This is an optimization exercise on Yosys and OpenROAD, whose aim is small area, a short achievable clock period and few clock cycles per item, not a production implementation.
Function was checked by simulation only, so behaviour that the tests miss may differ from the original.
Power figures rest on the tool's default switching activity, not on a simulated workload.

[flow/design.v]
module pkt_crc_engine (
    input  wire        clk,
    input  wire        rst,
    input  wire        in_valid,
    output wire        in_ready,
    input  wire [1:0]  in_cmd,
    input  wire [7:0]  in_addr,
    input  wire [8:0]  in_data,
    output reg         rsp_valid,
    output reg  [2:0]  rsp_code,
    output reg  [31:0] rsp_data
);
    localparam CMD_WR    = 2'd0;
    localparam CMD_RD    = 2'd1;
    localparam CMD_SEAL  = 2'd2;
    localparam CMD_CHECK = 2'd3;
    localparam RSP_OK        = 3'd0;
    localparam RSP_TOO_LARGE = 3'd1;
    localparam RSP_FRAMING   = 3'd2;
    localparam RSP_INTEGRITY = 3'd3;
    localparam RSP_ERR_ARG   = 3'd4;
    localparam SRC_ZERO = 2'd0;
    localparam SRC_BUF  = 2'd1;
    localparam SRC_CRC  = 2'd2;
    reg [7:0] pbuf [0:255];
    integer   j;
    reg        wr1, rd1, seal1, chk1;
    reg [7:0]  addr1;      
    reg [7:0]  rlo;        
    reg [7:0]  rmid;       
    reg [7:0]  data1;      
    reg        m_arg1;     
    reg        m_small1;   
    reg [7:0]  m_pay1;     
    reg [15:0] whn;        
    reg [15:0] wln;        
    reg [7:0]  q0, q1, q2, q3;    
    reg [1:0]  qsel;
    reg        v2;
    reg [2:0]  code2;
    reg [1:0]  src2;
    reg [8:0]  nx;         
    reg [7:0]  rem;        
    reg [31:0] crc;
    reg        busy;
    reg        einit;      
    reg        eseal;
    reg        ea;         
    reg        eb;         
    reg        rdy;
    reg        nrdy;
    assign in_ready = rdy;
    wire accept = in_valid && !nrdy;
    wire rdy_d;
    function [31:0] crc_step(input [31:0] c, input [7:0] b);
        integer i;
        reg [31:0] r;
        begin
            r = c ^ {24'd0, b};
            for (i = 0; i < 8; i = i + 1)
                r = r[0] ? ((r >> 1) ^ 32'hEDB88320) : (r >> 1);
            crc_step = r;
        end
    endfunction
    wire [31:0] rx_sum  = {pbuf[7], pbuf[8], pbuf[9], pbuf[10]};
    wire [31:0] crc_out = ~crc;
    wire        crc_eq  = (crc_out == rx_sum);
    wire hdr_done = (nx >= 9'd11);
    wire complete = hdr_done && (rem == 8'd0);
    wire len_hi   = (pbuf[5] != 8'd0);
    wire seal_big = len_hi || (pbuf[6] > 8'd245);
    wire chk_frame = m_small1 || len_hi || (pbuf[6] > m_pay1);
    wire seal_go  = seal1 && !seal_big;
    wire check_go = chk1 && !m_arg1 && !chk_frame;
    wire start    = (seal_go || check_go) && !complete;
    wire fin      = busy && !einit && complete;
    wire ans_seal = (seal_go && complete) || (fin && eseal);
    wire [7:0] ua = addr1;
    wire [7:0] ud = data1;
    wire w_restart = wr1 && (ua == 8'd0);
    wire w_ext     = wr1 && ({1'b0, ua} == nx) && !complete;
    wire w_inval   = wr1 && ({1'b0, ua} < nx) && !(ua >= 8'd7 && ua <= 8'd10);
    wire e_ext     = busy && eb && !complete;
    wire u_init    = (nx == 9'd0);     
    reg [8:0]  nx_d;
    reg [7:0]  rem_d;
    reg [31:0] crc_d;
    always @* begin
        nx_d  = nx;
        rem_d = rem;
        crc_d = crc;
        if (w_restart) begin
            crc_d = crc_step(32'hFFFFFFFF, ud);
            nx_d  = 9'd1;
        end else if (w_ext || e_ext) begin
            crc_d = crc_step(u_init ? 32'hFFFFFFFF : crc, ud);
            nx_d  = (nx == 9'd6) ? 9'd11 : nx + 9'd1;
            if (nx == 9'd6)
                rem_d = ud;
            else if (hdr_done)
                rem_d = rem - 8'd1;
        end else if (w_inval) begin
            nx_d  = 9'd0;
        end
    end
    wire complete_d = (nx_d >= 9'd11) && (rem_d == 8'd0);
    always @(posedge clk) begin
        for (j = 0; j < 256; j = j + 1)
            if (!whn[j / 16] && !wln[j % 16])
                pbuf[j] <= data1;
        if (ans_seal) begin
            pbuf[7]  <= crc_out[31:24];
            pbuf[8]  <= crc_out[23:16];
            pbuf[9]  <= crc_out[15:8];
            pbuf[10] <= crc_out[7:0];
        end
    end
    wire [63:0] rsel;
    genvar g;
    generate
        for (g = 0; g < 64; g = g + 1) begin : g_rsel
            assign rsel[g] = rmid[g / 8] & rlo[g % 8];
        end
    endgenerate
    reg  [7:0]  rq0, rq1, rq2, rq3;
    always @* begin
        rq0 = 8'd0; rq1 = 8'd0; rq2 = 8'd0; rq3 = 8'd0;
        for (j = 0; j < 64; j = j + 1) begin
            rq0 = rq0 | (pbuf[j]       & {8{rsel[j]}});
            rq1 = rq1 | (pbuf[64 + j]  & {8{rsel[j]}});
            rq2 = rq2 | (pbuf[128 + j] & {8{rsel[j]}});
            rq3 = rq3 | (pbuf[192 + j] & {8{rsel[j]}});
        end
    end
    always @(posedge clk) begin
        q0   <= rq0;
        q1   <= rq1;
        q2   <= rq2;
        q3   <= rq3;
        qsel <= addr1[7:6];
    end
    wire [7:0] qbyte = (qsel == 2'd0) ? q0 :
                       (qsel == 2'd1) ? q1 :
                       (qsel == 2'd2) ? q2 : q3;
    wire [7:0] addr1_d = !nrdy ? in_addr :
                         einit ? nx[7:0] :
                         (addr1 == 8'd6) ? 8'd11 : addr1 + 8'd1;
    always @(posedge clk) begin
        m_arg1   <= (in_data > 9'd256);
        m_small1 <= (in_data < 9'd11);
        m_pay1   <= in_data[7:0] - 8'd11;
        wln      <= ~(16'd1 << in_addr[3:0]);
        addr1 <= addr1_d;
        rlo   <= 8'd1 << addr1_d[2:0];
        rmid  <= 8'd1 << addr1_d[5:3];
        if (!nrdy)
            data1 <= in_data[7:0];
        else if (!einit)
            data1 <= qbyte;
    end
    assign rdy_d = !(start || (busy && !fin)) &&
                   !(accept && in_cmd[1] && !complete_d);
    always @(posedge clk) begin
        if (rst) begin
            rdy   <= 1'b1;
            nrdy  <= 1'b0;
            wr1   <= 1'b0;
            rd1   <= 1'b0;
            seal1 <= 1'b0;
            chk1  <= 1'b0;
            whn   <= 16'hFFFF;
            v2    <= 1'b0;
            busy  <= 1'b0;
            einit <= 1'b0;
            ea    <= 1'b0;
            eb    <= 1'b0;
            nx    <= 9'd0;
        end else begin
            nx <= nx_d;
            wr1   <= accept && (in_cmd == CMD_WR);
            rd1   <= accept && (in_cmd == CMD_RD);
            seal1 <= accept && (in_cmd == CMD_SEAL);
            chk1  <= accept && (in_cmd == CMD_CHECK);
            whn   <= (accept && in_cmd == CMD_WR) ? ~(16'd1 << in_addr[7:4]) : 16'hFFFF;
            if (start) begin
                busy  <= 1'b1;
                einit <= 1'b1;
            end else if (fin) begin
                busy <= 1'b0;
            end else begin
                einit <= 1'b0;
            end
            ea <= busy && !einit && !fin;
            eb <= ea && busy && !fin;
            rdy  <= rdy_d;
            nrdy <= !rdy_d;
            v2 <= wr1 || rd1 ||
                  (seal1 && (seal_big || complete)) ||
                  (chk1 && (m_arg1 || chk_frame || complete)) || fin;
        end
    end
    always @(posedge clk) begin
        rem <= rem_d;
        crc <= crc_d;
        if (start)
            eseal <= seal1;
        src2 <= rd1 ? SRC_BUF :
                ((seal_go || check_go) || fin) ? SRC_CRC : SRC_ZERO;
        code2 <= (seal1 && seal_big)            ? RSP_TOO_LARGE :
                 (chk1 && m_arg1)               ? RSP_ERR_ARG :
                 (chk1 && chk_frame)            ? RSP_FRAMING :
                 ((chk1 || (fin && !eseal)) && !crc_eq) ? RSP_INTEGRITY :
                 RSP_OK;
    end
    always @(posedge clk) begin
        if (rst)
            rsp_valid <= 1'b0;
        else
            rsp_valid <= v2;
        rsp_code <= code2;
        rsp_data <= (src2 == SRC_BUF) ? {24'd0, qbyte} :
                    (src2 == SRC_CRC) ? crc_out : 32'd0;
    end
endmodule
[flow/flow/run.sh]
#!/bin/bash
set -o pipefail
bash standard.sh SETUP_SLACK_MARGIN=7 finish > standard.log 2>&1
[flow/standard.sh]
#!/bin/bash
# synth_recipe.tcl (not shown) runs the flow's synth.tcl, then flattens the netlist and writes it again
# the make line also repeats each setting of config.mk as NAME=value (left out here)
make -C /OpenROAD-flow-scripts/flow DESIGN_CONFIG=/design/flow/config.mk WORK_HOME=/design/flow/orfs CLKGATE_MAP_FILE= SYNTH_SCRIPT=/design/flow/synth_recipe.tcl "${@:-finish}"
[flow/config.mk]
export PLATFORM = sky130hd
export DESIGN_NAME = pkt_crc_engine
export DESIGN_NICKNAME = pkt_crc_engine
export VERILOG_FILES = /design/flow/design.v
export SDC_FILE = /design/flow/constraint.sdc
export NUM_CORES = 4
export LEC_CHECK = 0
export CAP_MARGIN = 20
export CORE_MARGIN = 2
export CORE_UTILIZATION = 70
export CTS_CLUSTER_DIAMETER = 80
export CTS_CLUSTER_SIZE = 25
export SLEW_MARGIN = 20
[flow/constraint.sdc]
create_clock -name core_clock -period 10.0 [get_ports {clk}]
set_input_delay 2.0000 -clock core_clock [delete_from_list [all_inputs] [get_ports {clk}]]
set_output_delay 2.0000 -clock core_clock [all_outputs]
set_load 0.01 [all_outputs]
==> flow_summary.yaml, run 1 <==
power:
  leakagePower_uw: 0.0288
  power.density_nw_per_um2: 182
  total_power_uw: 16600
  ir_drop_mv: 0.197
global_routing:
  grt_pass1_vias: 49704
  grt_overflow_total: 0
  grt_use_total_pct: 50.6
  antenna_found_initial: 33
  grt_pass1_wl_mm: 410
  grt_max_degree: 110
floorplan:
  core_um2: 118000
  chipHeight_um: 350
  initial_core_util_pct: 70.7
  die_area_um2: 122000
  fp.dieW_um: 350
  ios: 59
  row_count: 126
clock_network:
  clockRootBuffer: "clkbuf_16"
  cts_buffer_depth: 3
  cts_tree: "done"
  clk_pin_slew_ps: 110
  numCtsBuffers: 102
  clk_latency_ps: 790
  h-tree-depth: 3
  clock_sinks: 2258
setup_path:
  worstSetupEndpointType: "output pin"
  critPathMaxStageDelay_ps: 340
  crit_buf_inv: 1
  crit_required_ps: 8000
  crit_slowest_cell: "dfxtp_2"
  crit_path_start_kind: "flip-flop"
  crit_arrival_ps: 1230
  crit_family: "flip-flops"
  critPathKind: "flip-flop to output pin"
  cp_max_fo: 1
  cp_cell_sequence: "buf_6"
synthesis:
  synth_cell_types: 73
  ys_seq_area_share_pct: 78.9
  synth_area_um2: 83800
  synth.area.top_cells: "edfxtp_1 (75%), a221oi_1 (5.4%), a22o_1 (5.4%)"
  synth_warnings: 2
  yosys_register_bits: 2258
  synth-edff-count: 2089
  synth_area_per_cell_um2: 17.2
  syn_inst: 4863
  synth-main-ff-cell: "edfxtp_1"
  syn-num-nets: 4910
  synth-async-reset-ratio_pct: 0
  synth_area_leader_cell: "edfxtp_1"
  yosysTopAreaCellShare_pct: 74.9
cells_and_area:
  regArea_um2: 66200
  areaGrowthSynthToFinish_pct: 8.82
  final_cell_mix: "edfxtp_1 (2089), a22o_1 (512), a221oi_1 (473)"
  fillers: 6710
  multi_input_area_um2: 17000
  fin_area_um2: 91100
  nets: 5001
  stdcell_count: 6638
  final_common_cell: "edfxtp_1"
  fin_util_pct: 77.0
  drive_gt1_share_pct: 14.4
detailed_routing:
  vias: 54467
  dr.pass1.iters: 9
  drt-wirelength-per-cell_um: 46.7
  ant_nets: 0
  drc_errors: 0
  drt_wl_total_mm: 310
  drtIter0Drc: 13151
  avgViaCountPerCell: 8.21
sta:
  worst_slew_pin_slew_ps: 1380
  slew_headroom_pct: 7.79
  finalHoldViolations: 0
  rsz0062_at_grt: "true"
  finalMaxSlewViolations: 0
  fmax_ghz: 0.309
  fin_tns_setup_ps: 0
  fin_crit_sh_pct: 32.3
  skew_ps: 27.6
  setup_viol: 0
  post-route-min-period_ps: 3230
status:
  status: "complete, no violations"
place:
  dp_hpwl_mm: 186
  port_buffers: 58
  place_inst: 6414
  gp_congestion: 1.00
  placed_area_um2: 87300
run:
  drv_cap: 0
min_path:
  hold_class: "flip-flop to flip-flop"
[logic make-up (layout without fill, tap and decap cells)]
group           count (synthesis)  count (layout)  share of synthesized area (%)
flops                        2258            2258                           78.9
buf+inv                       402             555                           1.84
simple gates                  802             803                           4.75
other cells                     0              17                              0
xor+xnor                      168             168                           1.82
mux                            18              18                          0.344
fa+ha+maj                      25              25                          0.373
compound gates               1190            1194                           11.9
[area by class of cell]
| class | count | area share [%] |
|---|---|---|
| clock inverter | 15 | 0.178 |
| timing repair buffer | 350 | 3.09 |
| inverter | 34 | 0.140 |
| clock buffer | 156 | 3.08 |
| tap | 1600 | 2.20 |
| sequential | 2258 | 72.6 |
| multi-input combinational | 2208 | 18.7 |
| antenna | 17 | 0.0467 |
[layer usage]
layer	GRT usage, %	vias to the layer above	wire, um
met5	1.06	-	451
met4	31.8	36	26100
met3	22.9	1547	60000
met2	69.9	6561	128000
met1	65.5	26349	95500
li1	-	19974	-
[registers in the layout, summed over array words and instances (netlist names), 3 cells and up]
name and count:
nx 9, pbuf 2048, rem 8, q0 8
wln 16, rlo 8, q2 8, whn 16
rmid 8, q1 8, rsp_data 32, crc 32
m_pay1 8, code2 3, addr1 8, rsp_code 3
q3 8, data1 8
[cell usage after synthesis, types with 5 or more instances]
cell type	instances
nand3_1	23
buf_1	26
nor3_1	11
nor2b_1	17
nor2_1	382
xor2_1	41
mux4_2	8
clkbuf_1	331
or2_2	6
o21ai_0	31
o21bai_1	5
nor4_1	18
a21o_1	5
a21oi_1	82
or4_4	5
or4_1	34
and3_1	13
nand2_1	65
mux2_2	6
a221oi_1	512
a22o_1	512
ha_1	25
edfxtp_1	2089
nor3b_1	5
o22ai_1	5
inv_1	34
dfxtp_1	169
nand2b_1	7
xnor2_1	123
and2_1	67
nand4_1	135
buf_2	6
[final timing paths]
| path | cells after the start | slack [ps] | start | endpoint |
|---|---|---|---|---|
| worst min-delay path | 0 | 330 | code2[2] | rsp_code[2] |
| worst max-delay path | 1 | 6770 | rsp_data[2] | rsp_data[2] |
| worst min register to register | 0 | 330 | code2[2] | rsp_code[2] |
| worst max register to register | 6 | 6810 | rmid[6] | q3[2] |
[stage by stage]
stage	setup WS (ps)	hold slack [ps]
finish	6770	333
detailed placement	6020	314
global placement	6070	314
CTS	6760	335
global route	6760	349
floorplan	4780	310
[power by group]
group          internal, uW  total (uW)  switching (uW)  leakage (uW)
sequential            10500       10600            89.3        0.0202
clock                  1980        4870            2890       0.00143
combinational           294        1110             820       0.00719
[what timing repair did]
item | in CTS | in global routing
endpoints found under the setup margin | 422 | 485
resized for setup | 227 | 98
hold buffers | 0 | 0
gates cloned | 5 | 0
pin swaps | 8 | 18
setup buffers | 11 | 13
Testbench counts, summed over its fixed seeds: cycles 37,634, items 192.
==> run 2, diff against run 1 <==
--- a/flow/design.v
+++ b/flow/design.v
@@ -27,15 +27,15 @@
     reg        wr1, rd1, seal1, chk1;
     reg [7:0]  addr1;      
     reg [7:0]  rlo;        
-    reg [7:0]  rmid;       
+    reg [3:0]  rmid;       
     reg [7:0]  data1;      
     reg        m_arg1;     
     reg        m_small1;   
     reg [7:0]  m_pay1;     
     reg [15:0] whn;        
     reg [15:0] wln;        
-    reg [7:0]  q0, q1, q2, q3;    
-    reg [1:0]  qsel;
+    reg [63:0] qg;         
+    reg [2:0]  qsel;
     reg        v2;
     reg [2:0]  code2;
     reg [1:0]  src2;
@@ -48,10 +48,8 @@
     reg        ea;         
     reg        eb;         
     reg        rdy;
-    reg        nrdy;
     assign in_ready = rdy;
-    wire accept = in_valid && !nrdy;
-    wire rdy_d;
+    wire accept = in_valid && rdy;
     function [31:0] crc_step(input [31:0] c, input [7:0] b);
         integer i;
         reg [31:0] r;
@@ -115,34 +113,25 @@
             pbuf[10] <= crc_out[7:0];
         end
     end
-    wire [63:0] rsel;
+    wire [31:0] rsel;
     genvar g;
     generate
-        for (g = 0; g < 64; g = g + 1) begin : g_rsel
+        for (g = 0; g < 32; g = g + 1) begin : g_rsel
             assign rsel[g] = rmid[g / 8] & rlo[g % 8];
         end
     endgenerate
-    reg  [7:0]  rq0, rq1, rq2, rq3;
+    reg [63:0] rq;
     always @* begin
-        rq0 = 8'd0; rq1 = 8'd0; rq2 = 8'd0; rq3 = 8'd0;
-        for (j = 0; j < 64; j = j + 1) begin
-            rq0 = rq0 | (pbuf[j]       & {8{rsel[j]}});
-            rq1 = rq1 | (pbuf[64 + j]  & {8{rsel[j]}});
-            rq2 = rq2 | (pbuf[128 + j] & {8{rsel[j]}});
-            rq3 = rq3 | (pbuf[192 + j] & {8{rsel[j]}});
-        end
-    end
-    always @(posedge clk) begin
-        q0   <= rq0;
-        q1   <= rq1;
-        q2   <= rq2;
-        q3   <= rq3;
-        qsel <= addr1[7:6];
-    end
-    wire [7:0] qbyte = (qsel == 2'd0) ? q0 :
-                       (qsel == 2'd1) ? q1 :
-                       (qsel == 2'd2) ? q2 : q3;
-    wire [7:0] addr1_d = !nrdy ? in_addr :
+        rq = 64'd0;
+        for (j = 0; j < 256; j = j + 1)
+            rq[8 * (j / 32) +: 8] = rq[8 * (j / 32) +: 8] | (pbuf[j] & {8{rsel[j % 32]}});
+    end
+    always @(posedge clk) begin
+        qg   <= rq;
+        qsel <= addr1[7:5];
+    end
+    wire [7:0] qbyte = qg[8 * qsel +: 8];
+    wire [7:0] addr1_d = rdy   ? in_addr :
                          einit ? nx[7:0] :
                          (addr1 == 8'd6) ? 8'd11 : addr1 + 8'd1;
     always @(posedge clk) begin
@@ -152,18 +141,15 @@
         wln      <= ~(16'd1 << in_addr[3:0]);
         addr1 <= addr1_d;
         rlo   <= 8'd1 << addr1_d[2:0];
-        rmid  <= 8'd1 << addr1_d[5:3];
-        if (!nrdy)
+        rmid  <= 4'd1 << addr1_d[4:3];
+        if (rdy)
             data1 <= in_data[7:0];
         else if (!einit)
             data1 <= qbyte;
     end
-    assign rdy_d = !(start || (busy && !fin)) &&
-                   !(accept && in_cmd[1] && !complete_d);
     always @(posedge clk) begin
         if (rst) begin
             rdy   <= 1'b1;
-            nrdy  <= 1'b0;
             wr1   <= 1'b0;
             rd1   <= 1'b0;
             seal1 <= 1'b0;
@@ -192,8 +178,8 @@
             end
             ea <= busy && !einit && !fin;
             eb <= ea && busy && !fin;
-            rdy  <= rdy_d;
-            nrdy <= !rdy_d;
+            rdy <= !(start || (busy && !fin)) &&
+                   !(accept && in_cmd[1] && !complete_d);
             v2 <= wr1 || rd1 ||
                   (seal1 && (seal_big || complete)) ||
                   (chk1 && (m_arg1 || chk_frame || complete)) || fin;
--- a/flow/config.mk
+++ b/flow/config.mk
@@ -7,7 +7,7 @@
 export LEC_CHECK = 0
 export CAP_MARGIN = 20
 export CORE_MARGIN = 2
-export CORE_UTILIZATION = 70
+export CORE_UTILIZATION = 60
 export CTS_CLUSTER_DIAMETER = 80
 export CTS_CLUSTER_SIZE = 25
-export SLEW_MARGIN = 20
+export SLEW_MARGIN = 40
==> run 2 against run 1 <==
Via count shrank 8.0%; power grew 3.1%; sequential share of layout area up 0.37 points; critical path depth stayed put; cell area up 0.39%; utilization shrank 11 points; synthesized cell count up 2.4%; clock power increased by 4%; largest cell class unchanged; highest routed layer unchanged.
==> flow_summary.yaml, run 2 <==
status:
  status: "complete, no violations"
detailed_routing:
  drt-wirelength-per-cell_um: 39.2
  avgViaCountPerCell: 7.21
  ant_nets: 0
  drtIter0Drc: 8419
  drt_wl_total_mm: 272
  dr.pass1.iters: 5
  vias: 50090
  drc_errors: 0
clock_network:
  h-tree-depth: 3
  clk_latency_ps: 770
  cts_buffer_depth: 3
  cts_tree: "done"
  clock_sinks: 2286
  numCtsBuffers: 107
  clockRootBuffer: "clkbuf_16"
  clk_pin_slew_ps: 100
setup_path:
  crit_arrival_ps: 1210
  crit_slowest_cell: "dfxtp_2"
  regToRegSetupSlack_ps: 6850
  cp_cell_sequence: "buf_6"
  critPathKind: "flip-flop to output pin"
  cp_max_fo: 1
  worstSetupEndpointType: "output pin"
  crit_required_ps: 8000
  crit_buf_inv: 1
  critPathMaxStageDelay_ps: 340
  crit_family: "flip-flops"
  crit_path_start_kind: "flip-flop"
synthesis:
  synth-async-reset-ratio_pct: 0
  synth-edff-count: 2089
  synth.area.top_cells: "edfxtp_1 (74%), a22oi_1 (5.6%), dfxtp_1 (4.7%)"
  synth_area_per_cell_um2: 16.9
  syn_inst: 4979
  ys_seq_area_share_pct: 79.2
  yosysTopAreaCellShare_pct: 74.5
  synth_common_cells: "edfxtp_1 (2089), a22oi_1 (633), nor2_1 (371)"
  synth-main-ff-cell: "edfxtp_1"
  yosys_register_bits: 2286
  synth_area_um2: 84200
  synth_warnings: 2
  synth_area_leader_cell: "edfxtp_1"
  synth_cell_types: 67
  syn-num-nets: 5026
  yosys.cell_count.top_type: "edfxtp_1"
sta:
  fin_tns_setup_ps: 0
  hold-worst-slack_ps: 335
  finalMaxSlewViolations: 0
  setup_viol: 0
  slew_headroom_pct: 34.5
  post-route-min-period_ps: 3210
  worst_slew_pin_slew_ps: 983
  skew_ps: 32.3
  fin_crit_sh_pct: 32.1
  fmax_ghz: 0.312
  fin_ws_ps: 6790
  finalHoldViolations: 0
  rsz0062_at_grt: "true"
global_routing:
  antenna_found_initial: 6
  grt_max_degree: 210
  grt_overflow_total: 0
  grt_use_total_pct: 37.8
  grt_pass1_wl_mm: 371
  grt_pass1_vias: 46236
cells_and_area:
  top_regs: "pbuf x2048, qg x64"
  largest_register: "pbuf"
  fin_util_pct: 65.7
  fin_area_um2: 91500
  nets: 5040
  drive_gt1_share_pct: 13.7
  largest_register_ffs: 2048
  final_cell_mix: "edfxtp_1 (2089), a22oi_1 (633), a22o_1 (196)"
  diodes: 0
  areaGrowthSynthToFinish_pct: 8.66
  final_common_cell: "edfxtp_1"
floorplan:
  chipHeight_um: 379
  die_area_um2: 143000
  row_count: 137
  ios: 59
  core_um2: 139000
  fp.dieW_um: 379
  initial_core_util_pct: 60.4
min_path:
  hold_class: "flip-flop to flip-flop"
power:
  power.density_nw_per_um2: 187
  ir_drop_mv: 0.158
  leakagePower_uw: 0.0282
place:
  dp_hpwl_mm: 160
  gp_congestion: 0.908
  port_buffers: 58
  placed_area_um2: 87900
  pre_cts_ws_ps: 5530
run:
  drv_cap: 0
## run 2: cell type report
class	count	area, um2
clock buffer	161	2950
inverter	32	120
sequential	2286	66800
fill	9679	47900
tap	1876	2350
clock inverter	27	248
multi-input combinational	2324	16900
timing repair buffer	242	2150
## run 2: stage by stage
stage                     std cells  total power (uW)
after floorplan                4979             11600
after global placement         6732             12200
after detailed placement       6737             12200
after CTS                      6929             17100
after global routing           6948             17400
final                          6948             17100
## run 2: worst paths after layout
check	from	endpoint	depth (start not counted)
worst max-delay path	rsp_data[2]	rsp_data[2]	1
worst min-delay path	code2[0]	rsp_code[0]	0
worst max register to register	rmid[2]	qg[19]	7
worst min register to register	code2[0]	rsp_code[0]	0
## run 2: cells by family (layout without fill, tap and decap cells)
family / after synthesis / after routing / synth area share [%]
multiplexers: 32 / 32 / 0.639
buffers and inverters: 371 / 462 / 1.66
adder cells (fa/ha/maj): 25 / 25 / 0.371
flip-flops: 2286 / 2286 / 79.2
XOR/XNOR: 174 / 174 / 1.91
AND/OR/NAND/NOR: 893 / 894 / 5.27
AO/OA/AOI/OAI: 1198 / 1199 / 11.0
## run 2: routing by layer
metal	up-vias	part of all wire, %	global-route usage [%]	wire length, um
met3	573	13	7.21	34100
met1	25681	38	54.8	102000
met4	8	4.4	14.2	11900
met2	3731	46	57.8	124000
met5	-	0.018	0	50
li1	20097	-	-	-
## run 2: power by group
part           internal, uW  switching, uW  total, uW
Sequential            10700            116      10800
Clock                  2110           2960       5070
Combinational           377            883       1260
## run 2: repair_timing
action                                  in CTS  in global routing
resized for setup                          178                 35
cloned                                       0                  2
pin swaps                                    3                  6
endpoints found under the setup margin      75                100
hold buffers                                 0                  0
buffers inserted                             4                 13
Testbench counts of run 2, summed over its fixed seeds: cycles 37,634, items 192.
==> run 3, diff against run 2 <==
--- a/flow/config.mk
+++ b/flow/config.mk
@@ -7,7 +7,7 @@
 export LEC_CHECK = 0
 export CAP_MARGIN = 20
 export CORE_MARGIN = 2
-export CORE_UTILIZATION = 60
+export CORE_UTILIZATION = 78
 export CTS_CLUSTER_DIAMETER = 80
 export CTS_CLUSTER_SIZE = 25
 export SLEW_MARGIN = 40
==> run 3 against run 2 <==
Cell area fell by 1.5%; synthesized area did not move; clock-buffer cell count did not move; non-clock buffer count shrank 60; cell count decreased by 7.9%; sequential share of layout area rose by 1.1 points; combinational power barely moved.
==> flow_summary.yaml, run 3 <==
synthesis:
  synth-simple-area-share_pct: 5.27
  syn_inst: 4979
  synth-xor-area-share_pct: 1.91
  yosysTopAreaCellShare_pct: 74.5
  synth_warnings: 2
  yosys_register_bits: 2286
  syn-num-nets: 5026
  yosys.cell_count.top_type: "edfxtp_1"
  synth_cell_types: 67
  ys_seq_area_share_pct: 79.2
  yosys.area_share.adder_pct: 0.371
  synth-edff-count: 2089
  synth_common_cells: "edfxtp_1 (2089), a22oi_1 (633), nor2_1 (371)"
  synthMuxAreaShare_pct: 0.639
  synth-async-reset-ratio_pct: 0
  synth_area_per_cell_um2: 16.9
  synth_compound_area_share_pct: 11.0
  synth.area.top_cells: "edfxtp_1 (74%), a22oi_1 (5.6%), dfxtp_1 (4.7%)"
  synth_area_leader_cell: "edfxtp_1"
  synth_top_family_by_area: "compound AO/OA/AOI/OAI gates"
  synth_area_um2: 84200
  synth-main-ff-cell: "edfxtp_1"
cells_and_area:
  areaGrowthSynthToFinish_pct: 7.06
  drive_gt1_share_pct: 12.9
  final_cell_mix: "edfxtp_1 (2089), a22oi_1 (633), nor2_2 (227)"
  final_common_cell: "edfxtp_1"
  largest_register: "pbuf"
  fin_area_um2: 90100
  largest_register_ffs: 2048
  top_regs: "pbuf x2048, qg x64"
  nets: 4972
floorplan:
  initial_core_util_pct: 78.7
  ios: 59
  fp.dieW_um: 333
  chipHeight_um: 333
  die_area_um2: 111000
  core_um2: 107000
  row_count: 120
global_routing:
  grt_use_total_pct: 47.1
  grt_max_degree: 219
  antenna_found_initial: 17
  grt_pass1_vias: 49762
  grt_overflow_total: 0
  grt_pass1_wl_mm: 360
power:
  power.density_nw_per_um2: 186
  p_comb_share_pct: 7.5
  ir_drop_mv: 0.196
  leakagePower_uw: 0.0277
  clock_power_share_pct: 28.2
  power_frac_seq_pct: 64.4
  netSwitchingFraction_pct: 22.6
  power_switching_uw: 3780
  intPower_uw: 13000
sta:
  finalHoldViolations: 0
  skew_ps: 20.9
  worst_slew_pin_slew_ps: 944
  setup_viol: 0
  post-route-min-period_ps: 3330
  hold-worst-slack_ps: 335
  fmax_ghz: 0.300
  fin_crit_sh_pct: 33.3
  finalMaxSlewViolations: 0
  fin_ws_ps: 6670
  fin_tns_setup_ps: 0
  rsz0062_at_grt: "true"
  slew_headroom_pct: 37.1
setup_path:
  cp_max_fo: 2
  rr_endpoint: "qg[63]"
  critPathKind: "flip-flop to output pin"
  r2r-start: "rmid[3]"
  crit_path_start_kind: "flip-flop"
  r2r_cells: 7
  regToRegSetupSlack_ps: 6940
  crit_required_ps: 8000
  crit_arrival_ps: 1330
  worstSetupEndpointType: "output pin"
detailed_routing:
  drt_wl_total_mm: 260
  vias: 52373
  drc_errors: 0
  drtIter0Drc: 11534
  dr.pass1.iters: 11
  avgViaCountPerCell: 8.18
  drt-wirelength-per-cell_um: 40.6
  ant_nets: 0
min_path:
  holdPathStages: 0
  hold_class: "flip-flop to flip-flop"
  holdPathEnd: "rsp_code[2]"
  holdCritStartpoint: "code2[2]"
status:
  status: "complete, no violations"
place:
  pre_cts_ws_ps: 5950
  port_buffers: 58
  placed_area_um2: 86900
  dp_hpwl_mm: 150
  gp_congestion: 0.935
clock_network:
  clk_pin_slew_ps: 100
  cts_buffer_depth: 3
  clk_latency_ps: 760
  numCtsBuffers: 101
  clock_sinks: 2286
  cts_tree: "done"
  clockRootBuffer: "clkbuf_16"
  h-tree-depth: 3
run:
  drv_cap: 0
## run 3: cell counts after synthesis
No cell type changed its count.
## run 3: worst max path at each step
stage / start / end / slack [ps]
2_1_floorplan: data1[0] / crc[13] / 4840
3_5_place_dp: rst / whn[5] / 5950
3_3_place_gp: rst / whn[5] / 5930
5_1_grt: rdy / in_ready / 6650
6_report: rdy / in_ready / 6670
4_1_cts: rdy / in_ready / 6650
## run 3: timing repair
| item | 4_1_cts | 5_1_grt |
|---|---|---|
| resized for setup | 195 | 40 |
| pin swaps | 2 | 6 |
| gates cloned | 1 | 0 |
| buffers inserted | 3 | 12 |
| setup endpoints to repair | 212 | 128 |
| hold endpoints to repair | 0 | 0 |
| hold buffers | 0 | 0 |
## run 3: layout make-up
cell class                      count  area, um2
Tap cell                         1403       1760
Multi-Input combinational cell   2322      17000
Fill cell                        4866      16900
Antenna cell                        7       17.5
Sequential cell                  2286      66700
Timing Repair Buffer              182       1660
Inverter                           32        120
Clock buffer                      161       2780
Clock inverter                      6       67.6
## run 3: per-layer routing
metal  GRT usage (%)  share of wire (%)  vias to the layer above  wire (um)
met1            62.9                 31                    25058      79700
li1                -                  -                    19925          -
met4            29.8                8.1                       18      21200
met5           0.608              0.082                        -        212
met3            15.0                 18                     1308      45600
met2            68.3                 44                     6064     113000
## run 3: power groups by stage
| stage | clock [uW] | combinational [uW] | sequential (uW) |
|---|---|---|---|
| 5_1_grt | 4930 | 1270 | 10800 |
| 6_report | 4720 | 1250 | 10800 |
| 4_1_cts | 4640 | 1160 | 10800 |
| 3_5_place_dp | 0 | 1150 | 11000 |
| 3_3_place_gp | 0 | 1110 | 11000 |
| 2_1_floorplan | 0 | 537 | 11100 |
## run 3: kinds of logic (layout without fill, tap and decap cells)
family / Yosys count / after routing
flops: 2286 / 2286
buf+inv: 371 / 381
xor+xnor: 174 / 174
compound gates: 1198 / 1198
simple gates: 893 / 893
mux: 32 / 32
other cells: 0 / 7
fa+ha+maj: 25 / 25
## run 3: stage by stage
stage / total power [uW] / util, % / cells
after detailed placement: 12100 / 81.2 / 6208
after CTS: 16600 / 83.9 / 6379
after global placement: 12100 / 80.6 / 6205
after floorplan: 11600 / - / 4979
final: 16800 / 84.2 / 6399
after global routing: 17000 / 84.2 / 6392
## run 3: worst max-delay path: stages (launching register included)
cell and delay (ps):
dfxtp_4 370, buf_12 120, buf_6 110
==> run 4, diff against run 3 <==
--- a/flow/config.mk
+++ b/flow/config.mk
@@ -7,7 +7,7 @@
 export LEC_CHECK = 0
 export CAP_MARGIN = 20
 export CORE_MARGIN = 2
-export CORE_UTILIZATION = 78
+export CORE_UTILIZATION = 70
 export CTS_CLUSTER_DIAMETER = 80
 export CTS_CLUSTER_SIZE = 25
-export SLEW_MARGIN = 40
+export SLEW_MARGIN = 20
==> run 4 against run 3 <==
Cell count rose by 3.8%; global-route usage fell by 4.6 points; non-clock buffer count rose by 9; die area rose by 11%; first-iteration DRC count fell by 14%; critical path depth did not move; via count fell by 2.6%; sequential cell count did not move; combinational power barely moved; routed wire length rose by 0.90%.
==> flow_summary.yaml, run 4 <==
status:
  status: "complete, no violations"
min_path:
  hold_class: "flip-flop to flip-flop"
synthesis:
  synth_area_um2: 84200
  synth-edff-count: 2089
  synth_cell_types: 67
  synth_area_leader_cell: "edfxtp_1"
  yosys_register_bits: 2286
  syn-num-nets: 5026
  ys_seq_area_share_pct: 79.2
  synth-main-ff-cell: "edfxtp_1"
  yosys.cell_count.top_type: "edfxtp_1"
  syn_inst: 4979
  yosysTopAreaCellShare_pct: 74.5
  synth_warnings: 2
  synth_area_per_cell_um2: 16.9
  synth_common_cells: "edfxtp_1 (2089), a22oi_1 (633), nor2_1 (371)"
  synth.area.top_cells: "edfxtp_1 (74%), a22oi_1 (5.6%), dfxtp_1 (4.7%)"
  synth-async-reset-ratio_pct: 0
sta:
  setup_viol: 0
  post-route-min-period_ps: 3340
  fmax_ghz: 0.300
  hold-worst-slack_ps: 339
  fin_tns_setup_ps: 0
  finalMaxSlewViolations: 0
  skew_ps: 38.5
  fin_crit_sh_pct: 33.4
  slew_headroom_pct: 10.6
  finalHoldViolations: 0
  rsz0062_at_grt: "true"
  worst_slew_pin_slew_ps: 1340
global_routing:
  grt_use_total_pct: 42.4
  grt_overflow_total: 0
  grt_pass1_vias: 47008
  antenna_found_initial: 16
  grt_pass1_wl_mm: 358
  grt_max_degree: 253
floorplan:
  ios: 59
  row_count: 127
  core_um2: 120000
  fp.dieW_um: 351
  die_area_um2: 123000
  chipHeight_um: 351
  initial_core_util_pct: 70.4
clock_network:
  cts_buffer_depth: 3
  numCtsBuffers: 103
  h-tree-depth: 3
  clk_pin_slew_ps: 100
  cts_tree: "done"
  clock_sinks: 2286
  clockRootBuffer: "clkbuf_16"
  clk_latency_ps: 760
place:
  port_buffers: 58
  gp_congestion: 0.919
  dp_hpwl_mm: 151
detailed_routing:
  ant_nets: 0
  vias: 50996
  drc_errors: 0
  drtIter0Drc: 9955
  avgViaCountPerCell: 7.68
  dr.pass1.iters: 8
  drt-wirelength-per-cell_um: 39.5
  drt_wl_total_mm: 262
cells_and_area:
  drive_gt1_share_pct: 9.49
  largest_register_ffs: 2048
  nets: 4983
  final_common_cell: "edfxtp_1"
  fin_util_pct: 75.4
  largest_register: "pbuf"
  top_regs: "pbuf x2048, qg x64"
  final_cell_mix: "edfxtp_1 (2089), a22oi_1 (633), nor2_1 (317)"
  areaGrowthSynthToFinish_pct: 7.14
setup_path:
  crit_path_start_kind: "flip-flop"
  crit_arrival_ps: 1340
  crit_required_ps: 8000
  cp_cell_sequence: "buf_12 > buf_6"
  worstSetupEndpointType: "output pin"
  crit_buf_inv: 2
  crit_slowest_cell: "dfxtp_4"
  critPathMaxStageDelay_ps: 360
  cp_max_fo: 2
  crit_family: "flip-flops"
  critPathKind: "flip-flop to output pin"
power:
  leakagePower_uw: 0.0279
  ir_drop_mv: 0.204
  power.density_nw_per_um2: 188
run:
  drv_cap: 0
==> run 4: changes by cell type in the layout (fill, tap and decap cells not counted), moves of 8 or more <==
cell	change
nor2_1	+175
nor2_2	-175
buf_4	+19
clkbuf_1	+15
dfxtp_1	+10
dfxtp_2	-9
buf_6	-8
==> run 4: power by group <==
group	internal [uW]	switching, uW	total [uW]
registers	10700	99.2	10800
clock network	2040	2880	4920
logic	357	878	1240
==> run 4: cell families after synthesis <==
| group | synth area share [%] |
|---|---|
| adders and majority gates | 0.371 |
| DFF | 79.2 |
| buffers and inverters | 1.66 |
| and+or+nand+nor | 5.27 |
| AOI/OAI and AO/OA | 11.0 |
| xor gates and xnor gates | 1.91 |
| muxes | 0.639 |
==> run 4: layer usage <==
| layer | GRT usage (%) | share of wire (%) |
|---|---|---|
| met1 | 59.2 | 34 |
| met2 | 64.1 | 45 |
| met3 | 11.5 | 15 |
| met4 | 18.1 | 5.5 |
| met5 | 0 | 0.038 |
==> run 4: path summary, 6_finish.rpt <==
check | start | endpoint | slack, ps | depth (start not counted)
worst min register to register | code2[2] | rsp_code[2] | 340 | 0
worst min-delay path | code2[2] | rsp_code[2] | 340 | 0
worst max-delay path | rdy | in_ready | 6660 | 2
worst max register to register | rmid[1] | qg[0] | 6910 | 6
==> run 4: stage by stage <==
step | setup slack [ps] | total power, uW | cells | area (um2)
after floorplan | 4840 | 11600 | 4979 | 84300
after global placement | 5750 | 12100 | 6411 | 86500
after detailed placement | 5730 | 12100 | 6417 | 86700
after CTS | 6630 | 16800 | 6615 | 89800
after global routing | 6640 | 17200 | 6638 | 90200
final | 6660 | 16900 | 6644 | 90200
==> run 4: area by class of cell <==
type	instances	area, um2
fill	7058	29400
multi-input combinational	2322	16600
timing repair buffer	191	1700
clock buffer	178	2900
sequential	2286	66700
inverter	32	120
clock inverter	15	153
tap	1612	2020
antenna	8	20.0
==> run 4: timing repair <==
action	4_1_cts	5_1_grt
buffers inserted	4	13
cloned	1	0
gates resized for setup	211	31
pin swaps	2	8
hold buffers	0	0
setup endpoints to repair	140	112
==> run 5, diff against run 4 <==
--- a/flow/design.v
+++ b/flow/design.v
@@ -48,8 +48,10 @@
     reg        ea;         
     reg        eb;         
     reg        rdy;
+    reg        nrdy;
     assign in_ready = rdy;
-    wire accept = in_valid && rdy;
+    wire accept = in_valid && !nrdy;
+    wire rdy_d;
     function [31:0] crc_step(input [31:0] c, input [7:0] b);
         integer i;
         reg [31:0] r;
@@ -131,7 +133,7 @@
         qsel <= addr1[7:5];
     end
     wire [7:0] qbyte = qg[8 * qsel +: 8];
-    wire [7:0] addr1_d = rdy   ? in_addr :
+    wire [7:0] addr1_d = !nrdy ? in_addr :
                          einit ? nx[7:0] :
                          (addr1 == 8'd6) ? 8'd11 : addr1 + 8'd1;
     always @(posedge clk) begin
@@ -142,14 +144,17 @@
         addr1 <= addr1_d;
         rlo   <= 8'd1 << addr1_d[2:0];
         rmid  <= 4'd1 << addr1_d[4:3];
-        if (rdy)
+        if (!nrdy)
             data1 <= in_data[7:0];
         else if (!einit)
             data1 <= qbyte;
     end
+    assign rdy_d = !(start || (busy && !fin)) &&
+                   !(accept && in_cmd[1] && !complete_d);
     always @(posedge clk) begin
         if (rst) begin
             rdy   <= 1'b1;
+            nrdy  <= 1'b0;
             wr1   <= 1'b0;
             rd1   <= 1'b0;
             seal1 <= 1'b0;
@@ -178,8 +183,8 @@
             end
             ea <= busy && !einit && !fin;
             eb <= ea && busy && !fin;
-            rdy <= !(start || (busy && !fin)) &&
-                   !(accept && in_cmd[1] && !complete_d);
+            rdy  <= rdy_d;
+            nrdy <= !rdy_d;
             v2 <= wr1 || rd1 ||
                   (seal1 && (seal_big || complete)) ||
                   (chk1 && (m_arg1 || chk_frame || complete)) || fin;
==> run 5 against run 4 <==
Still clean; cell count grew 0.48%; setup slack gained 160 ps; non-clock buffer count grew 28; worst hold slack lost 4.1 ps; sequential cell count grew 1; synthesized area shrank 0.14%; first-iteration DRC count shrank 3.3%; via count shrank 0.56%; utilization grew 0.27 points; global-route usage grew 0.071 points; power shrank 0.15%; combinational power shrank 3%; critical endpoint unchanged; largest cell class unchanged; highest routed layer unchanged.
==> flow_summary.yaml, run 5 <==
status:
  status: "complete, no violations"
sta:
  finalHoldViolations: 0
  post-route-min-period_ps: 3180
  slew_headroom_pct: 14.8
  rsz0062_at_grt: "true"
  fmax_ghz: 0.315
  fin_crit_sh_pct: 31.8
  finalMaxSlewViolations: 0
  fin_tns_setup_ps: 0
  setup_viol: 0
  skew_ps: 47.7
  worst_slew_pin_slew_ps: 1270
setup_path:
  crit_buf_inv: 1
  crit_path_start_kind: "flip-flop"
  crit_family: "flip-flops"
  regToRegSetupSlack_ps: 6920
  worstSetupEndpointType: "output pin"
  crit_slowest_cell: "dfxtp_2"
  crit_required_ps: 8000
  critPathMaxStageDelay_ps: 340
  critPathKind: "flip-flop to output pin"
  cp_cell_sequence: "buf_6"
  cp_max_fo: 1
  crit_arrival_ps: 1180
cells_and_area:
  drive_gt1_share_pct: 9.83
  final_cell_mix: "edfxtp_1 (2089), a22oi_1 (617), nor2_1 (321)"
  fin_util_pct: 75.7
  final_common_cell: "edfxtp_1"
  largest_register_ffs: 2048
  nets: 5015
  largest_register: "pbuf"
  top_regs: "pbuf x2048, qg x64"
  areaGrowthSynthToFinish_pct: 7.54
synthesis:
  synth_compound_area_share_pct: 11.0
  syn_inst: 4975
  synth_common_cells: "edfxtp_1 (2089), a22oi_1 (617), nor2_1 (381)"
  synth-main-ff-cell: "edfxtp_1"
  synth_area_um2: 84100
  synth-async-reset-ratio_pct: 0
  ys_seq_area_share_pct: 79.3
  yosysTopAreaCellShare_pct: 74.6
  synth_area_per_cell_um2: 16.9
  synth_cell_types: 68
  synth-xor-area-share_pct: 1.82
  synth_top_family_by_area: "compound AO/OA/AOI/OAI gates"
  yosys.area_share.adder_pct: 0.372
  synth_area_leader_cell: "edfxtp_1"
  yosys_register_bits: 2287
  synth_warnings: 2
  yosys.cell_count.top_type: "edfxtp_1"
  synth-simple-area-share_pct: 5.25
  synth-edff-count: 2089
  syn-num-nets: 5022
  synthMuxAreaShare_pct: 0.536
  synth.area.top_cells: "edfxtp_1 (75%), a22oi_1 (5.5%), dfxtp_1 (4.7%)"
detailed_routing:
  dr.pass1.iters: 6
  vias: 50709
  drtIter0Drc: 9624
  avgViaCountPerCell: 7.60
  drc_errors: 0
  ant_nets: 0
  drt-wirelength-per-cell_um: 39.3
  drt_wl_total_mm: 262
clock_network:
  cts_tree: "done"
  numCtsBuffers: 103
  clk_latency_ps: 760
  clockRootBuffer: "clkbuf_16"
  h-tree-depth: 3
  cts_buffer_depth: 3
  clock_sinks: 2287
  clk_pin_slew_ps: 90
min_path:
  hold_class: "flip-flop to flip-flop"
power:
  power.density_nw_per_um2: 187
  ir_drop_mv: 0.187
  total_power_uw: 16900
  leakagePower_uw: 0.0280
global_routing:
  grt_overflow_total: 0
  grt_use_total_pct: 42.5
  antenna_found_initial: 15
  grt_pass1_wl_mm: 358
  grt_pass1_vias: 46518
  grt_max_degree: 189
run:
  drv_cap: 0
floorplan:
  row_count: 127
  die_area_um2: 123000
  core_um2: 119000
  initial_core_util_pct: 70.4
  fp.dieW_um: 351
  chipHeight_um: 351
  ios: 59
place:
  dp_hpwl_mm: 153
  port_buffers: 58
  gp_congestion: 0.911
## run 5: stage by stage
stage	cells	instance area, um2	setup WS (ps)	hold slack, ps
after floorplan	4975	84300	4350	310
after global placement	6453	86800	5770	312
after detailed placement	6457	87000	5750	314
after CTS	6660	90100	6790	335
after global routing	6673	90400	6800	344
final	6676	90400	6820	335
## run 5: kinds of logic after synthesis
group           count (synthesis)
flops                        2287
compound gates               1207
simple gates                  890
buf+inv                       369
xor+xnor                      172
mux                            25
fa+ha+maj                      25
## run 5: final cells by class
type | instances | area (um2)
Tap cell | 1612 | 2020
Timing Repair Buffer | 219 | 1790
Clock inverter | 8 | 103
Fill cell | 7035 | 29100
Multi-Input combinational cell | 2321 | 16600
Antenna cell | 6 | 15.0
Clock buffer | 187 | 3000
Sequential cell | 2287 | 66700
Inverter | 36 | 135
## run 5: layer usage
metal / vias to the layer above / wire, um / global-route usage [%]
met5: - / 156 / 0
met4: 14 / 14200 / 20.1
met3: 786 / 40500 / 11.4
met2: 4681 / 117000 / 63.0
met1: 25180 / 90100 / 59.7
li1: 20048 / - / -
## run 5: final timing paths
check | start | endpoint | cells after the start
worst max register to register | rmid[3] | qg[53] | 6
worst min register to register | code2[0] | rsp_code[0] | 0
worst max-delay path | rdy | in_ready | 1
worst min-delay path | code2[0] | rsp_code[0] | 0
## run 5: power by group
group	internal, uW	total (uW)	leakage [uW]	switching (uW)
logic	341	1200	0.00616	857
clock network	2060	4950	0.00147	2880
registers	10700	10800	0.0204	107
## run 5: repair_timing
action,in CTS,in global routing
setup endpoints to repair,77,179
setup buffers,7,3
hold buffers,0,0
cloned,1,1
gates resized for setup,178,53
pin swaps,5,5
Testbench counts of run 5, summed over its fixed seeds: cycles 37,634, items 192.
==> run 6, diff against run 5 <==
--- a/flow/config.mk
+++ b/flow/config.mk
@@ -7,7 +7,7 @@
 export LEC_CHECK = 0
 export CAP_MARGIN = 20
 export CORE_MARGIN = 2
-export CORE_UTILIZATION = 70
+export CORE_UTILIZATION = 78
 export CTS_CLUSTER_DIAMETER = 80
 export CTS_CLUSTER_SIZE = 25
 export SLEW_MARGIN = 20
==> run 6 against run 5 <==
Power is 0.50% lower; register-to-register slack worse by 40 ps; routed wire length is 2.3% lower; non-clock buffer count is 43 lower; first-iteration DRC count is 21% higher; via count is 2.6% higher; clock-buffer cell count stayed put; die area is 10% lower; largest power group unchanged; highest routed layer unchanged.
==> flow_summary.yaml, run 6 <==
status:
  status: "complete, no violations"
cells_and_area:
  regArea_um2: 66700
  multi_input_area_um2: 16600
  fillers: 5016
  largest_register_ffs: 2048
  largest_register: "pbuf"
  nets: 4970
  final_common_cell: "edfxtp_1"
  top_regs: "pbuf x2048, qg x64"
  drive_gt1_share_pct: 8.84
  final_cell_mix: "edfxtp_1 (2089), a22oi_1 (617), nor2_1 (325)"
  areaGrowthSynthToFinish_pct: 6.76
  fin_area_um2: 89800
synthesis:
  synth_warnings: 2
  yosysTopAreaCellShare_pct: 74.6
  synth_common_cells: "edfxtp_1 (2089), a22oi_1 (617), nor2_1 (381)"
  synth_area_um2: 84100
  yosys.cell_count.top_type: "edfxtp_1"
  yosys_register_bits: 2287
  synth.area.top_cells: "edfxtp_1 (75%), a22oi_1 (5.5%), dfxtp_1 (4.7%)"
  synth-async-reset-ratio_pct: 0
  syn_inst: 4975
  synth_area_leader_cell: "edfxtp_1"
  ys_seq_area_share_pct: 79.3
  synth_cell_types: 68
  synth-main-ff-cell: "edfxtp_1"
  syn-num-nets: 5022
  synth_area_per_cell_um2: 16.9
  synth-edff-count: 2089
clock_network:
  postCtsHoldBufs: 0
  h-tree-depth: 3
  clock_sinks: 2287
  clk_pin_slew_ps: 100
  clk_latency_ps: 750
  numCtsBuffers: 102
  cts_tree: "done"
  clockRootBuffer: "clkbuf_16"
  cts_buffer_depth: 3
setup_path:
  critPathMaxStageDelay_ps: 320
  crit_slowest_cell: "dfxtp_1"
  crit_arrival_ps: 1170
  crit_required_ps: 8000
  cp_cell_sequence: "buf_2"
  crit_family: "flip-flops"
  critPathKind: "flip-flop to output pin"
  cp_max_fo: 1
  crit_path_start_kind: "flip-flop"
  crit_buf_inv: 1
  worstSetupEndpointType: "output pin"
floorplan:
  ios: 59
  die_area_um2: 110000
  initial_core_util_pct: 78.5
  fp.dieW_um: 332
  core_um2: 107000
  row_count: 120
  chipHeight_um: 332
sta:
  finalHoldViolations: 0
  worst_slew_pin_slew_ps: 1310
  post-route-min-period_ps: 3170
  fin_crit_sh_pct: 31.7
  setup_viol: 0
  fin_tns_setup_ps: 0
  fmax_ghz: 0.315
  rsz0062_at_grt: "true"
  fin_ws_ps: 6830
  hold-worst-slack_ps: 375
  skew_ps: 44.7
  finalMaxSlewViolations: 0
  slew_headroom_pct: 12.1
place:
  pre_cts_ws_ps: 5760
  port_buffers: 58
  gp_congestion: 0.928
  placed_area_um2: 86400
  dp_hpwl_mm: 147
global_routing:
  grt_max_degree: 181
  grt_use_total_pct: 46.4
  grt_pass1_vias: 49135
  antenna_found_initial: 22
  grt_overflow_total: 0
  grt_pass1_wl_mm: 355
detailed_routing:
  drtIter0Drc: 11627
  vias: 52043
  drt-wirelength-per-cell_um: 39.9
  ant_nets: 0
  dr.pass1.iters: 9
  avgViaCountPerCell: 8.10
  drc_errors: 0
  drt_wl_total_mm: 256
power:
  power.density_nw_per_um2: 187
  ir_drop_mv: 0.183
  leakagePower_uw: 0.0278
min_path:
  hold_class: "flip-flop to flip-flop"
run:
  drv_cap: 0
## run 6: cell counts after synthesis
No cell type changed its count.
## run 6: metrics by stage
stage / util [%] / power [uW] / std cells
final: 83.9 / 16800 / 6425
after detailed placement: 80.7 / 12100 / 6205
after global routing: 83.8 / 17100 / 6422
after floorplan: - / 11600 / 4975
after global placement: 80.6 / 12000 / 6203
after CTS: 83.5 / 16600 / 6408
## run 6: metal layers
metal,up-vias,track usage (%),share of wire [%]
li1,19937,-,-
met1,25009,62.9,31
met2,5917,68.0,44
met3,1162,14.1,18
met4,18,27.4,7.2
met5,-,0,0.076
## run 6: final timing paths
path / slack [ps] / end / startpoint / cells past startpoint
max: 6830 / rsp_data[15] / rsp_data[15] / 1
min: 370 / rsp_code[1] / code2[1] / 0
max reg2reg: 6880 / qg[53] / rmid[3] / 6
min reg2reg: 370 / rsp_code[1] / code2[1] / 0
## run 6: logic make-up after synthesis
| family | count (synthesis) | synth area share [%] |
|---|---|---|
| adder cells (fa/ha/maj) | 25 | 0.372 |
| flip-flops | 2287 | 79.3 |
| multiplexers | 25 | 0.536 |
| XOR/XNOR | 172 | 1.82 |
| AO/OA/AOI/OAI | 1207 | 11.0 |
| buffers and inverters | 369 | 1.67 |
| AND/OR/NAND/NOR | 890 | 5.25 |
## run 6: final cells by class
| cell class | count | area share (%) |
|---|---|---|
| Multi-Input combinational cell | 2320 | 18.5 |
| Timing Repair Buffer | 176 | 1.66 |
| Clock inverter | 6 | 0.0976 |
| Clock buffer | 187 | 3.29 |
| Antenna cell | 10 | 0.0279 |
| Tap cell | 1403 | 1.96 |
| Inverter | 36 | 0.151 |
| Sequential cell | 2287 | 74.3 |
## run 6: where the power goes
part / leakage, uW / internal [uW] / total, uW / switching (uW)
Clock: 0.00144 / 2030 / 4860 / 2830
Sequential: 0.0204 / 10700 / 10800 / 97.1
Combinational: 0.00591 / 340 / 1210 / 873
## run 6: repair_timing
item,4_1_cts,5_1_grt
gates cloned,1,0
endpoints found under the setup margin,206,253
setup buffers,9,4
pin swaps,4,5
resized for setup,181,52

-- afterwards: timing with drivers on the ports --
No port has a modelled driver above. Below, the same layouts with a new extraction and two added sets of constraints.
Step 1, drivers: a clkbuf_16 drives clk and a buf_2 each remaining input, both assumed.
Step 2 also shifts input and output timing later by t, the mid clock arrival at the registers, as if the neighbouring blocks saw the same clock.
a / b / c = no drivers / after step 1 / after step 2; a / b = the first two.
| run | shift t [ns] | slack for setup (ns) | worst hold slack (ns) | latest minus earliest clock arrival (ns) | worst data-port slew with drivers (ns) |
|---|---|---|---|---|---|
| run 1 | 0.855 | 6.769 / 6.688 / 6.352 | 0.333 / 0.333 / 0.333 | 0.031 / 0.031 | 0.04 |
| run 2 | 0.838 | 6.792 / 6.707 / 6.430 | 0.335 / 0.335 / 0.335 | 0.038 / 0.038 | 0.09 |
| run 3 | 0.823 | 6.668 / 6.589 / 6.392 | 0.335 / 0.335 / 0.335 | 0.031 / 0.030 | 0.10 |
| run 4 | 0.829 | 6.661 / 6.574 / 6.376 | 0.339 / 0.339 / 0.339 | 0.041 / 0.042 | 0.17 |
| run 5 | 0.819 | 6.824 / 6.744 / 6.341 | 0.335 / 0.335 / 0.335 | 0.052 / 0.052 | 0.14 |
| run 6 | 0.808 | 6.830 / 6.750 / 6.337 | 0.375 / 0.375 / 0.375 | 0.047 / 0.047 | 0.09 |
After both steps setup and hold are still met in every run listed. For run 6, which loses most, drivers alone change the setup slack by -0.080 ns; drivers and shift together by -0.493 ns.
